Source: an optimization exercise on an open RTL-to-GDS flow (aim: small area). Production flows keep margins and buffers that such runs may drop. The RTL was checked by simulation tests, not by an equivalence proof against the original design. Power and IR drop assume default switching activity.

the baseline:
==> flow/design.v (excerpt) <==
module dcc_packet_core (
    input  wire         clk,
    input  wire         rst,           
    input  wire         cmd_valid,
    output wire         cmd_ready,
    input  wire [207:0] cmd_word,
    input  wire         cfg_we,
    input  wire         cfg_acc_rev,
    input  wire         pkt_done,      
    output wire [55:0]  tx_frame,      
    output wire [5:0]   tx_len,        
    output wire [3:0]   tx_slot,       
    output reg          rsp_valid,
    output reg  [1:0]   rsp_kind,      
    output wire [3:0]   rsp_slot,
    output wire [6:0]   rsp_speed,
    output wire         rsp_dir,
    output wire [2:0]   rsp_len,
    output wire [47:0]  rsp_bytes,
    output wire [7:0]   rsp_rep
);
    localparam NS = 13;                
    localparam EW = 46;                
    localparam [41:0] IDLE_PK = {8'hFF, 32'h0, 2'd0};    
    reg acc_rev;
    wire        dec_load, dec_rsp, dec_cab;
    wire [1:0]  dec_kind, dec_kc;
    wire [3:0]  dec_slot;
    wire [39:0] dec_payload;
    dcc_cmd_decode u_dec (
        .cmd_word (cmd_word),
        .acc_rev  (acc_rev),
        .do_load  (dec_load),
        .do_rsp   (dec_rsp),
        .rsp_kind (dec_kind),
        .slot     (dec_slot),
        .payload  (dec_payload),
        .kc       (dec_kc),
        .not_raw  (dec_cab)
    );
    reg  [39:0] c_pay;
    reg  [1:0]  c_kc;
    reg  [3:0]  c_slot;
    reg         c_cab;                 
    reg         waiting;               
    reg         last_valid;
    reg  [EW*NS-1:0] ring;
    reg  [3:0]  h;                     
    reg  [3:0]  recycle_reg;           
    reg  [3:0]  max_loaded;
    reg         next_valid;
    reg  [3:0]  next_slot;
    reg         next_rep4;
    reg         cj_run;
    reg  [3:0]  cj_cnt;
    reg         cj_inplace;
    reg         cj_clear;              
    reg  [3:0]  cur;
    reg  [3:0]  rot;
    reg  [2:0]  repeat_left;
    reg  [41:0] latch;                 
    reg         eg_wait;               
    reg         eg_run;
    reg         eg_scan;               
    reg  [3:0]  eg_cnt;
    assign cmd_ready = !waiting && !cj_run;
    wire accept = cmd_valid && cmd_ready;
    wire [47:0] tx_bytes_unused;
    dcc_encoder u_tx (
        .payload  (latch[41:2]),
        .kc       (latch[1:0]),
  ...
For scale: about 1,900 cells after synthesis, about 740 flip-flops, ~22,000 um^2 of cells after synthesis.
clock: 10.0 ns
lec_check: 0
cap_margin: 20
core_margin: 2
core_utilization: 60
place_density: 0.7
slew_margin: 20
standard.sh (not shown) runs the stock make flow with config.mk's settings and CLKGATE_MAP_FILE= SYNTH_SCRIPT=/design/flow/synth_recipe.tcl, a recipe that flattens the netlist after the stock synthesis.
==> flow/flow/run.sh <==
#!/bin/bash
# Standard ORFS layout (standard.sh), with these changes:
#  - synthesis maps the combinational logic with an area-oriented ABC script
#    (flow/synth_area.tcl wraps the standard synth_recipe.tcl);
#  - each port gets a sky130_fd_sc_hd__buf_1 buffer (the default picks a larger cell);
#  - clock tree synthesis uses small leaf clusters of one buffer size and
#    inserts no dummy loads.
set -euo pipefail
cd "$(dirname "$0")/.."
export FLOW_WORK="$PWD"
export FLOW_ABC_SCRIPT="$PWD/flow/abc_area.script"
export BUFFER_PORTS_ARGS="-buffer_cell sky130_fd_sc_hd__buf_1"
export CTS_ARGS="-sink_clustering_enable -repair_clock_nets -dont_use_dummy_load -buf_list sky130_fd_sc_hd__clkbuf_4 -sink_clustering_size 10 -sink_clustering_max_diameter 40"
sed "s#SYNTH_SCRIPT=[^ ]*synth_recipe.tcl#SYNTH_SCRIPT=$PWD/flow/synth_area.tcl#" standard.sh > standard_area.sh
grep -q "synth_area.tcl" standard_area.sh
bash standard_area.sh > flow_standard.log 2>&1
==> flow/flow/abc_area.script <==
strash; &get -n; &deepsyn -T 60; &put; dch -f; amap; mfs2; strash; dch -f; amap; topo
==> flow/flow/synth_area.tcl <==
# Standard synthesis (synth_recipe.tcl, unchanged), except that the ABC call that maps
# the combinational logic to cells uses the area-oriented script in abc_area.script.
# Registers are not touched by ABC, so they keep the standard synthesis's cells and names.
proc abc {args} {
  set i [lsearch -exact $args -script]
  if {$i >= 0} {
    set args [lreplace $args $i [expr {$i + 1}] -script $::env(FLOW_ABC_SCRIPT)]
  }
  set j [lsearch -exact $args -D]
  if {$j >= 0} {
    set args [lreplace $args $j [expr {$j + 1}]]
  }
  yosys abc {*}$args
}
source $::env(FLOW_WORK)/synth_recipe.tcl
The following lists how the candidate was set up differently from the baseline:
--- a/flow/design.v
+++ b/flow/design.v
@@ -187,25 +187,22 @@
     dcc_encoder u_tx (
         .payload  (latch[41:2]),
         .kc       (latch[1:0]),
         .bytes    (tx_bytes_unused),
         .frame    (tx_frame),
         .bit_count(tx_len)
     );
     assign tx_slot = cur;
-    wire [55:0] rsp_frame_unused;
-    wire [5:0]  rsp_bits_unused;
-    dcc_encoder u_rsp (
-        .payload  (c_pay),
-        .kc       (c_kc),
-        .bytes    (rsp_bytes),
-        .frame    (rsp_frame_unused),
-        .bit_count(rsp_bits_unused)
-    );
+    wire [7:0] rsp_cs = c_pay[39:32] ^ c_pay[31:24] ^ c_pay[23:16] ^ c_pay[15:8] ^ c_pay[7:0];
+    assign rsp_bytes = {c_pay[39:24],
+                        c_pay[23:16] | ((c_kc == 2'd0) ? rsp_cs : 8'h00),
+                        c_pay[15:8]  | (!c_kc[1] ? rsp_cs : 8'h00),
+                        c_pay[7:0]   | ((c_kc != 2'd3) ? rsp_cs : 8'h00),
+                        rsp_cs};
     wire [7:0] sp_byte = c_kc[0] ? c_pay[23:16] : c_pay[15:8];
     assign rsp_dir   = sp_byte[7];
     assign rsp_speed = (sp_byte[6:1] == 6'd0) ? 7'd0 : sp_byte[6:0] - 7'd1;
     assign rsp_slot  = (rsp_kind == 2'd3) ? 4'd12 : c_slot;
     assign rsp_len   = {1'b0, c_kc} + 3'd3;
     assign rsp_rep   = {5'd0, c_cab && (c_slot == 4'd0), 2'd0};
     wire [EW-1:0] hd     = ring[EW*NS-1 -: EW];
     wire [3:0]    hd_own = hd[3:0];
[summary]
Between the candidate and the baseline, it is the candidate whose power dissipated by switching net loads is lower, by 7.2 uW.
More vias were needed by the candidate than by the baseline.
In the candidate, the multi-input combinational cell area came out 1.9% below the value in the baseline.
The candidate ends up with lower routability-driven placement congestion ratio than the baseline does.
The final reports for the candidate and the baseline show number of fill cells lower in the former.
For synthesized instance count, the candidate and the baseline come out practically identical.
The candidate vs the baseline: clock buffer count up
Comparing the candidate with the baseline, the clock power came out essentially unchanged.
Between the candidate and the baseline, the power does not differ in any meaningful way.
Sequential share of layout area delta (the candidate -> the baseline): insignificant
The baseline has a lower maximum frequency than the candidate.
Hold slack in the candidate is 0.019 ns higher than in the baseline
Compared with the baseline, the candidate shows a higher worst setup margin.

## port drivers added, routing unchanged
No port has a modelled driver above. Below, the same layouts with a new extraction and two added sets of constraints.
Step 1: set_driving_cell puts a clkbuf_16 on clk and a buf_2 on each other input, an assumption about the parent block.
Step 2 moves the port delays by t, midway between the first and last clock arrival at a register: inputs arrive t later, outputs are due t later. That takes back most of the time a late clock gives input paths.
Three values: ideal ports, drivers, drivers and shift; two values: the first two.
run | t, ns | slack for setup (ns) | worst register clock-pin slew, ns
the baseline | 0.776 | 3.037 / 3.062 / 2.286 | 0.11 / 0.11
the candidate | 0.786 | 3.802 / 3.824 / 3.038 | 0.10 / 0.10
After both steps every run listed still meets setup and hold. For the candidate, which loses most, drivers alone change the setup slack by +0.022 ns; drivers and shift together by -0.764 ns.
